Background: an optimization exercise with open tools, aiming at small area. Do not read the settings as production practice. Where RTL was checked, it was by simulation tests only, not by an equivalence proof against the original. Power and IR drop assume default switching activity.

==> run a <==
// ppc
module ppc (
    input  wire        clk,
    input  wire        rst,
    input  wire        bus_sel,
    input  wire        bus_write,
    input  wire [11:0] bus_addr,
    input  wire [31:0] bus_wdata,
    output reg  [31:0] bus_rdata,
    output wire        bus_ready,
    output wire        irq
);
export LEC_CHECK = 0
export CAP_MARGIN = 20
export CORE_MARGIN = 2
export CORE_UTILIZATION = 60
export CTS_CLUSTER_DIAMETER = 70
export CTS_CLUSTER_SIZE = 32
export PLACE_DENSITY = 0.75
export SLEW_MARGIN = 20
create_clock -name core_clock -period 18.0 [get_ports {clk}]
run.sh (not shown) runs the stock make flow with config.mk's settings and CLKGATE_MAP_FILE= SYNTH_SCRIPT=/design/flow/synth_recipe.tcl, a recipe that flattens the netlist after the stock synthesis.
==> inputs of run b, as changes to run a <==
CORE_UTILIZATION = 65   (was 60)
CTS_CLUSTER_DIAMETER = 60   (was 70)
CTS_CLUSTER_SIZE = 28   (was 32)
PLACE_DENSITY = 0.8   (was 0.75)
==> results.txt <==
Run b passed the timing, design-rule and antenna checks. Run a finished with timing, DRC and antenna clean. Between run b and run a, the lower combinational power is in run a (gap about 5%, measured against run a). Of run a and run b, run a has the higher die area (gap 8.2%, measured against run b). Of run b and run a, run b has the higher core utilization (gap 6.0 points). Between run a and run b, the lower first-iteration DRC count is in run a (gap 15%, measured against run b). In sequential power, run a and run b hardly differ. Worst hold slack: run a is lower than run b (0.0024 ns). In run a the clock skew is lower than in run b, by 0.018 ns.

==> 01-26 <==
==> flow/design.v <==
module ppc (
    input  wire        clk,
    input  wire        rst,
    input  wire        bus_sel,
    input  wire        bus_write,
    input  wire [11:0] bus_addr,
    input  wire [31:0] bus_wdata,
    output reg  [31:0] bus_rdata,
    output wire        bus_ready,
    output wire        irq
);
    localparam integer NP = 36;
    localparam [1:0] PH_IDLE = 2'd0, PH_RUN = 2'd1, PH_SNAP = 2'd2, PH_DONE = 2'd3;
    localparam [2:0] E_ILLEGAL = 3'd1, E_STATE = 3'd2, E_SIZE = 3'd3, E_FULL = 3'd4;
    localparam [1:0] K_GRAY = 2'd0, K_BLUR = 2'd1, K_SOBEL = 2'd2;
    reg  [1:0]  phase;
    reg         wsel;
    reg  [11:0] w, h;
    reg         nz;               
    reg  [15:0] stages;           
    reg  [3:0]  stage_cnt;
    reg  [3:0]  stage_ptr;
    reg  [31:0] pix_xy;
    reg  [23:0] pix_data;
    reg  [31:0] scl_in;
    reg  [23:0] scl_out;          
    reg  [2:0]  irq_en;
    reg  [2:0]  irq_status;
    reg  [2:0]  err_code;
    reg  [7:0]  err_op;
    reg  [24*NP-1:0] b0;
    reg  [8*NP-1:0]  b1;
    wire [23:0] head0 = b0[23:0];
    wire [7:0]  head1 = b1[7:0];
    reg  [5:0]  p, cx, cy;
    reg         clr;              
    assign irq = |(irq_status & irq_en);
    wire [5:0] w6 = w[5:0], h6 = h[5:0];
    wire [5:0] cx1    = cx + 6'd1;
    wire [5:0] cy1    = cy + 6'd1;
    wire       lastx  = (cx1 == w6);
    wire       lasty  = (cy1 == h6);
    wire       in_img = (cy < h6);
    wire       p_wrap = (p == NP - 1);
    wire [9:0]  word   = bus_addr[11:2];
    wire        wr     = bus_sel & bus_write;
    wire        cmd_wr = wr && (word == 10'h001);
    wire [7:0]  op     = bus_wdata[31:24];
    wire [23:0] opnd   = bus_wdata[23:0];
    wire h_in    = nz && (pix_xy[15:6] == 10'd0) && (pix_xy[31:22] == 10'd0) &&
                   (pix_xy[5:0] < w6) && (pix_xy[21:16] < h6);
    wire h_match = (cx == pix_xy[5:0]) && (cy == pix_xy[21:16]);
    reg        c_illegal;
    reg        c_state;
    reg [2:0]  c_err;
    wire [11:0] iw = opnd[11:0], ih = opnd[23:12];
    reg  [5:0]  hmax;
    always @* begin
        case (iw[5:0])
            6'd1: hmax = 6'd36;  6'd2: hmax = 6'd18;  6'd3: hmax = 6'd12;
            6'd4: hmax = 6'd9;   6'd5: hmax = 6'd7;   6'd6: hmax = 6'd6;
            6'd7: hmax = 6'd5;   6'd8, 6'd9: hmax = 6'd4;
            6'd10, 6'd11, 6'd12: hmax = 6'd3;
            6'd13, 6'd14, 6'd15, 6'd16, 6'd17, 6'd18: hmax = 6'd2;
            default: hmax = (iw[5:0] <= 6'd36) ? 6'd1 : 6'd0;
        endcase
    end
    wire init_big = (iw != 12'd0) && (ih != 12'd0) &&
                    (iw[11:6] != 6'd0 || ih[11:6] != 6'd0 || ih[5:0] > hmax);
    always @* begin
        c_illegal = 1'b0;
        c_state   = 1'b0;
        c_err     = 3'd0;
        case (op)
            8'h00, 8'h03, 8'h04, 8'h10, 8'h11, 8'h20, 8'h21, 8'h22:
                c_illegal = (opnd != 24'd0);
            8'h01: c_illegal = 1'b0;
            8'h02: c_illegal = (opnd[23:2] != 22'd0) || (opnd[1:0] == 2'd3);
            default: c_illegal = 1'b1;
        endcase
        case (op)
            8'h01: c_state = (phase == PH_RUN) || (phase == PH_SNAP);
            8'h02: c_state = (phase != PH_IDLE);
            8'h03: c_state = (phase != PH_IDLE);
            8'h04: c_state = (phase != PH_SNAP);
            8'h10: c_state = (phase == PH_RUN);
            8'h11: c_state = (phase != PH_IDLE);
            default: c_state = 1'b0;
        endcase
        if (c_illegal)
            c_err = E_ILLEGAL;
        else if (c_state)
            c_err = E_STATE;
        else if (op == 8'h01 && init_big)
            c_err = E_SIZE;
        else if (op == 8'h02 && stage_cnt[3])
            c_err = E_FULL;
    end
    wire c_ok = cmd_wr && (c_err == 3'd0);
    wire pix_cmd  = c_ok && (op == 8'h10 || op == 8'h11);
    wire pix_wait = pix_cmd && h_in && !h_match;
    assign bus_ready = !pix_wait;
    wire do_init = c_ok && op == 8'h01;
    wire do_add  = c_ok && op == 8'h02;
    wire do_exec = c_ok && op == 8'h03;
    wire do_ack  = c_ok && op == 8'h04;
    wire do_pixr = c_ok && op == 8'h10 && !pix_wait;
    wire do_pixw = c_ok && op == 8'h11 && h_in && h_match;
    wire do_scl  = c_ok && (op == 8'h20 || op == 8'h21 || op == 8'h22);
    wire signed [31:0] sin = scl_in;
    reg [23:0] scl_res;
    always @* begin
        case (op[1:0])
            2'd0: scl_res = scl_in[31:8];
            2'd1: scl_res = scl_in[31] ? 24'd0 : ((scl_in[30:8] != 23'd0) ? 24'd255 : {16'd0, scl_in[7:0]});
            default: scl_res = scl_in[31:8] + {23'd0, scl_in[31] && (scl_in[7:0] != 8'd0)};
        endcase
    end
    reg         tbusy;            
    reg         vbusy;            
    reg  [1:0]  vc;               
    reg         bg;               
    reg  [6:0]  bc;               
    reg         bdir;             
    reg         btwo;             
    reg         started;          
    reg  [1:0]  k;                
    reg  [5:0]  tx, ty;           
    reg  [11:0] acc;
    reg         s1, s2;           
    wire [1:0]  kern  = stages[{stage_ptr[2:0], 1'b0} +: 2];
    wire        blur  = (kern == K_BLUR);
    wire [23:0] h0e  = clr ? 24'd0 : head0;
    wire [7:0]  sr   = wsel ? head1 : h0e[7:0];
    wire [5:0]  dxm = cx - tx;
    wire [5:0]  dym = cy - ty;
    wire dx_m = (dxm == 6'h3F), dx_z = (dxm == 6'd0), dx_p = (dxm == 6'd1);
    wire dy_m = (dym == 6'h3F), dy_z = (dym == 6'd0), dy_p = (dym == 6'd1);
    wire nbr  = (dx_m | dx_z | dx_p) & (dy_m | dy_z | dy_p) & in_img;
    wire at_t = dx_z & dy_z;
    reg        a_neg, a_zero, a_sh1, a_sh2;
    always @* begin
        a_neg = 1'b0; a_zero = 1'b0; a_sh1 = 1'b0; a_sh2 = 1'b0;
        if (blur) begin
            a_sh1 = dx_z ^ dy_z;
            a_sh2 = dx_z & dy_z;
        end else if (k == 2'd0) begin           
            a_zero = dx_z;
            a_neg  = dx_m;
            a_sh1  = dy_z;
        end else if (k == 2'd1) begin           
            a_zero = dy_z;
            a_neg  = dy_m;
            a_sh1  = dx_z;
        end else begin                          
            a_zero = (dx_z & dy_z) | (!dx_z && !dy_z && ((dx_m ^ s1) != (dy_m ^ s2)));
            a_neg  = dx_z ? (dy_m ^ s2) : (dx_m ^ s1);
        end
    end
    wire [11:0] mag = a_zero ? 12'd0 : (a_sh2 ? {2'd0, sr, 2'd0} : a_sh1 ? {3'd0, sr, 1'd0} : {4'd0, sr});
    wire [11:0] nb  = acc + (a_neg ? ~mag : mag) + {11'd0, a_neg};
    wire [7:0]  sob_v = (nb[11:7] != 5'd0) ? 8'd255 : {nb[6:0], 1'b0};
    wire interior  = (cx != 6'd0) && (cy != 6'd0) && !lastx && !lasty;
    wire last_pass = blur || (k == 2'd2);
    wire [15:0] gsum = h0e[7:0] * 8'd77 + h0e[15:8] * 8'd150 + h0e[23:16] * 8'd29;
    wire [7:0]  g_v  = gsum[15:8];
    wire w1 = (w6 == 6'd1), h1 = (h6 == 6'd1);
    wire tiny = (w1 && h6[5:3] == 3'd0 && h6[2:0] <= 3'd4) ||
                (h1 && w6[5:3] == 3'd0 && w6[2:0] <= 3'd4) ||
                (w6 == 6'd2 && h6 == 6'd2);
    wire [1:0] tiny_last = w1 ? h6[1:0] - 2'd1 : h1 ? w6[1:0] - 2'd1 : 2'd3;
    wire cap      = tbusy && !started && in_img;       
    wire pass_end = tbusy && started && at_t;
    wire t_write  = pass_end && last_pass;
    wire t_done   = t_write && lastx && lasty;
    wire b_first  = bg && (bc < 7'd36);
    wire b_end    = bg && (btwo ? (bc == 7'd71) : (bc == 7'd35));
    wire g_done   = vbusy && (tiny ? (vc == tiny_last) : b_end);
    wire nz_img     = nz;
    wire eng_run    = (phase == PH_RUN);
    wire eng_finish = eng_run && (stage_ptr == stage_cnt);
    wire eng_start  = eng_run && !tbusy && !vbusy && (stage_ptr != stage_cnt) &&
                      (kern == K_GRAY || !nz_img || (p_wrap && !bg));
    wire g_start    = eng_start && nz_img && (kern == K_GRAY);
    wire eng_swap   = g_done || t_done || (eng_start && !nz_img);
    wire t_wr  = t_write && (blur || interior || stage_ptr == 4'd0);
    wire [7:0] t_val = blur ? nb[11:4] : interior ? sob_v : 8'd0;
    wire [7:0] gsrc  = bdir ? head1 : g_v;             
    wire       b_d   = bg && b_first;                   
    wire       b_s   = bg && btwo;                      
    wire [7:0] b_sv  = b_first ? gsrc : (bdir ? head0[7:0] : head1);
    reg [23:0] ins0;
    reg [7:0]  ins1;
    always @* begin
        ins0 = h0e;
        ins1 = head1;
        if (do_pixw)
            ins0 = pix_data;
        if (t_wr) begin
            if (wsel) ins0 = {t_val, t_val, t_val};
            else      ins1 = t_val;
        end
        if (b_d) begin
            if (bdir) ins0 = {gsrc, gsrc, gsrc};
            else      ins1 = gsrc;
        end
        if (b_s) begin
            if (bdir) ins1 = b_sv;
            else      ins0 = {b_sv, b_sv, b_sv};
        end
    end
    wire [23:0] wpix = wsel ? {ins1, ins1, ins1} : ins0;
    always @(posedge clk) begin
        b0 <= {ins0, b0[24*NP-1:24]};
        b1 <= {ins1, b1[8*NP-1:8]};
    end
    always @(posedge clk) begin
        if (rst) begin
            phase      <= PH_IDLE;
            wsel       <= 1'b0;
            w          <= 12'd0;
            h          <= 12'd0;
            nz         <= 1'b0;
            stage_cnt  <= 4'd0;
            stage_ptr  <= 4'd0;
            pix_xy     <= 32'd0;
            pix_data   <= 24'd0;
            scl_in     <= 32'd0;
            scl_out    <= 24'd0;
            irq_en     <= 3'd0;
            irq_status <= 3'd0;
            err_code   <= 3'd0;
            err_op     <= 8'd0;
            tbusy      <= 1'b0;
            vbusy      <= 1'b0;
            bg         <= 1'b0;
            clr        <= 1'b0;
            p          <= 6'd0;
            cx         <= 6'd0;
            cy         <= 6'd0;
        end else begin
            if (do_init || p_wrap) begin
                p  <= 6'd0;
                cx <= 6'd0;
                cy <= 6'd0;
            end else begin
                p <= p + 6'd1;
                if (lastx) begin
                    cx <= 6'd0;
                    cy <= cy1;
                end else
                    cx <= cx1;
            end
            if (do_init)
                clr <= 1'b1;
            else if (p_wrap)
                clr <= 1'b0;
            if (wr) begin
                case (word)
                    10'h004: pix_xy   <= bus_wdata;
                    10'h005: pix_data <= bus_wdata[23:0];
                    10'h006: scl_in   <= bus_wdata;
                    10'h008: irq_en   <= bus_wdata[2:0];
                    10'h009: begin
                        irq_status <= irq_status & ~bus_wdata[2:0];
                        if (bus_wdata[2]) begin
                            err_code <= 3'd0;
                            err_op   <= 8'd0;
                        end
                    end
                    default: ;
                endcase
            end
            if (cmd_wr && c_err != 3'd0) begin
                err_code      <= c_err;
                err_op        <= op;
                irq_status[2] <= 1'b1;
            end
            if (do_add)
                stage_cnt <= stage_cnt + 4'd1;
            if (do_exec) begin
                stage_ptr <= 4'd0;
                phase     <= PH_RUN;
            end
            if (do_ack)
                phase <= PH_RUN;
            if (do_pixr)
                pix_data <= h_in ? wpix : 24'd0;
            if (do_scl)
                scl_out <= scl_res;
            if (eng_finish) begin
                phase         <= PH_DONE;
                irq_status[1] <= 1'b1;
            end
            if (eng_start && nz_img && kern != K_GRAY)
                tbusy <= 1'b1;
            if (t_done)
                tbusy <= 1'b0;
            if (g_start)
                vbusy <= 1'b1;
            if (g_done)
                vbusy <= 1'b0;
            if (g_start)
                bg <= 1'b1;
            if (b_end && !(g_start && b_first))
                bg <= 1'b0;
            if (eng_swap) begin
                wsel          <= ~wsel;
                stage_ptr     <= stage_ptr + 4'd1;
                phase         <= PH_SNAP;
                irq_status[0] <= 1'b1;
            end
            if (do_init) begin
                w         <= opnd[11:0];
                h         <= opnd[23:12];
                nz        <= (iw != 12'd0) && (ih != 12'd0);
                wsel      <= 1'b0;
                stage_cnt <= 4'd0;
                stage_ptr <= 4'd0;
                phase     <= PH_IDLE;
                tbusy     <= 1'b0;
                vbusy     <= 1'b0;
                bg        <= 1'b0;
            end
        end
    end
    always @(posedge clk)
        if (!rst && do_add)
            stages[{stage_cnt[2:0], 1'b0} +: 2] <= opnd[1:0];
    always @(posedge clk) begin
        vc <= g_start ? 2'd0 : vc + 2'd1;
        if (g_start && !bg) begin
            bc   <= 7'd0;
            bdir <= wsel;
            btwo <= 1'b0;
        end else begin
            bc <= bc + 7'd1;
            if (g_start && b_first)
                btwo <= 1'b1;
        end
        if (rst || !tbusy) begin
            started <= 1'b0;
            k       <= 2'd0;
            acc     <= 12'd0;
        end else if (cap) begin
            started <= 1'b1;
            tx      <= cx;
            ty      <= cy;
        end else if (pass_end) begin
            acc <= 12'd0;
            if (k == 2'd0) s1 <= nb[11];
            if (k == 2'd1) s2 <= nb[11];
            if (last_pass) begin
                k       <= 2'd0;
                started <= 1'b0;
            end else
                k <= k + 2'd1;
        end else if (started && nbr) begin
            acc <= nb;
        end
    end
    always @* begin
        bus_rdata = 32'd0;
        case (word)
            10'h000: bus_rdata = 32'h4950_4507;
            10'h002: bus_rdata = {err_op, 4'd0, stage_cnt, 4'd0, stage_ptr, 1'b0, err_code, 1'b0, wsel, phase};
            10'h003: bus_rdata = {8'd0, h, w};
            10'h004: bus_rdata = pix_xy;
            10'h005: bus_rdata = {8'd0, pix_data};
            10'h006: bus_rdata = scl_in;
            10'h007: bus_rdata = {{8{scl_out[23]}}, scl_out};
            10'h008: bus_rdata = {29'd0, irq_en};
            10'h009: bus_rdata = {29'd0, irq_status};
            10'h00A: bus_rdata = 32'h0000_2408;
            default:
                if (word[9:3] == 7'h08 && {1'b0, word[2:0]} < stage_cnt)
                    bus_rdata = {30'd0, stages[{word[2:0], 1'b0} +: 2]};
        endcase
    end
endmodule
==> flow/run.sh <==
#!/bin/bash
# synth_recipe.tcl (not shown) runs the flow's synth.tcl, then flattens the netlist and writes it again
# the make line also repeats each setting of config.mk as NAME=value (left out here)
make -C /OpenROAD-flow-scripts/flow DESIGN_CONFIG=/design/flow/config.mk WORK_HOME=/design/flow/orfs CLKGATE_MAP_FILE= SYNTH_SCRIPT=/design/flow/synth_recipe.tcl finish
==> flow/config.mk <==
export PLATFORM = sky130hd
export DESIGN_NAME = ppc
export DESIGN_NICKNAME = ppc
export VERILOG_FILES = /design/flow/design.v
export SDC_FILE = /design/flow/constraint.sdc
export NUM_CORES = 4
export LEC_CHECK = 0
export CAP_MARGIN = 20
export CORE_MARGIN = 2
export CORE_UTILIZATION = 40
export PLACE_DENSITY = 0.6
export SLEW_MARGIN = 20
==> flow/constraint.sdc <==
create_clock -name core_clock -period 18.0 [get_ports {clk}]
set_input_delay 3.6000 -clock core_clock [delete_from_list [all_inputs] [get_ports {clk}]]
set_output_delay 3.6000 -clock core_clock [all_outputs]
set_load 0.01 [all_outputs]
==> 08-01: changes against 01-26 <==
--- a/flow/design.v
+++ b/flow/design.v
@@ -18,3 +18,2 @@
     reg  [11:0] w, h;
-    reg         nz;               
     reg  [15:0] stages;           
@@ -37,8 +36,6 @@
     assign irq = |(irq_status & irq_en);
-    wire [5:0] w6 = w[5:0], h6 = h[5:0];
-    wire [5:0] cx1    = cx + 6'd1;
-    wire [5:0] cy1    = cy + 6'd1;
-    wire       lastx  = (cx1 == w6);
-    wire       lasty  = (cy1 == h6);
-    wire       in_img = (cy < h6);
+    wire [6:0] cx1    = cx + 6'd1;
+    wire       lastx  = ({5'd0, cx1} == w);
+    wire       lasty  = ({6'd0, cy} == h - 12'd1);
+    wire       in_img = ({6'd0, cy} < h);
     wire       p_wrap = (p == NP - 1);
@@ -49,4 +46,4 @@
     wire [23:0] opnd   = bus_wdata[23:0];
-    wire h_in    = nz && (pix_xy[15:6] == 10'd0) && (pix_xy[31:22] == 10'd0) &&
-                   (pix_xy[5:0] < w6) && (pix_xy[21:16] < h6);
+    wire h_in    = (pix_xy[15:6] == 10'd0) && (pix_xy[31:22] == 10'd0) &&
+                   ({6'd0, pix_xy[5:0]} < w) && ({6'd0, pix_xy[21:16]} < h);
     wire h_match = (cx == pix_xy[5:0]) && (cy == pix_xy[21:16]);
@@ -166,7 +163,7 @@
     wire [7:0]  g_v  = gsum[15:8];
-    wire w1 = (w6 == 6'd1), h1 = (h6 == 6'd1);
-    wire tiny = (w1 && h6[5:3] == 3'd0 && h6[2:0] <= 3'd4) ||
-                (h1 && w6[5:3] == 3'd0 && w6[2:0] <= 3'd4) ||
-                (w6 == 6'd2 && h6 == 6'd2);
-    wire [1:0] tiny_last = w1 ? h6[1:0] - 2'd1 : h1 ? w6[1:0] - 2'd1 : 2'd3;
+    wire w1 = (w == 12'd1), h1 = (h == 12'd1);
+    wire tiny = (w1 && h[11:3] == 9'd0 && h[2:0] <= 3'd4) ||
+                (h1 && w[11:3] == 9'd0 && w[2:0] <= 3'd4) ||
+                (w == 12'd2 && h == 12'd2);
+    wire [1:0] tiny_last = w1 ? h[1:0] - 2'd1 : h1 ? w[1:0] - 2'd1 : 2'd3;
     wire cap      = tbusy && !started && in_img;       
@@ -178,3 +175,3 @@
     wire g_done   = vbusy && (tiny ? (vc == tiny_last) : b_end);
-    wire nz_img     = nz;
+    wire nz_img     = (w != 12'd0) && (h != 12'd0);
     wire eng_run    = (phase == PH_RUN);
@@ -222,3 +219,2 @@
             h          <= 12'd0;
-            nz         <= 1'b0;
             stage_cnt  <= 4'd0;
@@ -249,5 +245,5 @@
                     cx <= 6'd0;
-                    cy <= cy1;
+                    cy <= cy + 6'd1;
                 end else
-                    cx <= cx1;
+                    cx <= cx1[5:0];
             end
@@ -315,3 +311,2 @@
                 h         <= opnd[23:12];
-                nz        <= (iw != 12'd0) && (ih != 12'd0);
                 wsel      <= 1'b0;
@@ -361,2 +356,3 @@
     end
+    wire [7:0] stg_i = word[7:0] - 8'h40;
     always @* begin
@@ -375,4 +371,4 @@
             default:
-                if (word[9:3] == 7'h08 && {1'b0, word[2:0]} < stage_cnt)
-                    bus_rdata = {30'd0, stages[{word[2:0], 1'b0} +: 2]};
+                if (word >= 10'h040 && word <= 10'h13E && {4'd0, stg_i[3:0]} < {4'd0, stage_cnt} && stg_i[7:4] == 4'd0)
+                    bus_rdata = {30'd0, stages[{stg_i[2:0], 1'b0} +: 2]};
         endcase
==> notes <==
01-26 passed the timing, design-rule and antenna checks. 08-01 completed without violations.
Against 01-26, the total power of 08-01 is lower by 0.27%.
Clock skew: 01-26 is lower than 08-01 (0.015 ns).
Between 01-26 and 08-01, the lower cell count is in 08-01 (gap 0.55%, measured against 08-01).
Final area is about the same in 08-01 and 01-26.
Between 01-26 and 08-01, the lower wire length is in 08-01 (gap 1.4%, measured against 08-01).
Between 08-01 and 01-26, the lower register-to-register slack is in 01-26 (gap 0.18 ns).
==> figures <==
Fraction of standard cell area that is sequential: 08-01 56.61%; 01-26 56.58%
Cts bufs inserted: 08-01 134; 01-26 136
Int Pwr: 08-01 4.798 mW; 01-26 4.799 mW
Result of the run: 08-01 finished clean; 01-26 finished clean
Fraction of layout instances using a drive strength above 1: 08-01 8.439%; 01-26 8.147%
Worst Clk Skew: 08-01 0.06746 ns; 01-26 0.05278 ns
Final setup slack of the worst path: 08-01 6.099 ns; 01-26 6.282 ns
Net switching fraction of the power: 08-01 21.30%; 01-26 21.51%
Max VDD drop: 08-01 0.08193 mV; 01-26 0.08182 mV
Number of non-filler instances in the completed layout: 08-01 5266; 01-26 5295
Number of clock buffers in the layout: 08-01 185; 01-26 183
Placed cell count: 08-01 5025; 01-26 5051
Clock network area share: 08-01 9.313%; 01-26 9.304%
The RTL of 08-01 was laid out without a check of its function.

[static timing again, ports no longer ideal]
The results above use ideal ports. As a check the final layouts listed here were re-extracted and re-timed, cells and wires unchanged. Step 1: set_driving_cell puts a clkbuf_16 on clk and a buf_2 on each other input, an assumption about the parent block. Step 2 adds t to the input delays and takes it off the output delays; t is the mean of the earliest and latest rising clock arrival at the registers after step 1. Input paths then give back, and output paths get back, about the clock's delay inside the block. Three values: ideal ports, drivers, drivers and shift; two values: the first two.
run	t, ns	setup slack, ns	slew at the worst register clock pin (ns)	pins driven straight from the clock port
run a	0.733	6.259 / 6.227 / 6.227	0.12 / 0.12	1
run b	0.718	6.353 / 6.330 / 6.330	0.12 / 0.12	1
01-26	0.798	6.282 / 6.239 / 6.239	0.07 / 0.07	1
08-01	0.799	6.099 / 6.072 / 6.072	0.07 / 0.07	1
After both steps every run listed still meets setup and hold. For 01-26, which loses most, drivers alone change the setup slack by -0.043 ns; drivers and shift together by -0.043 ns.
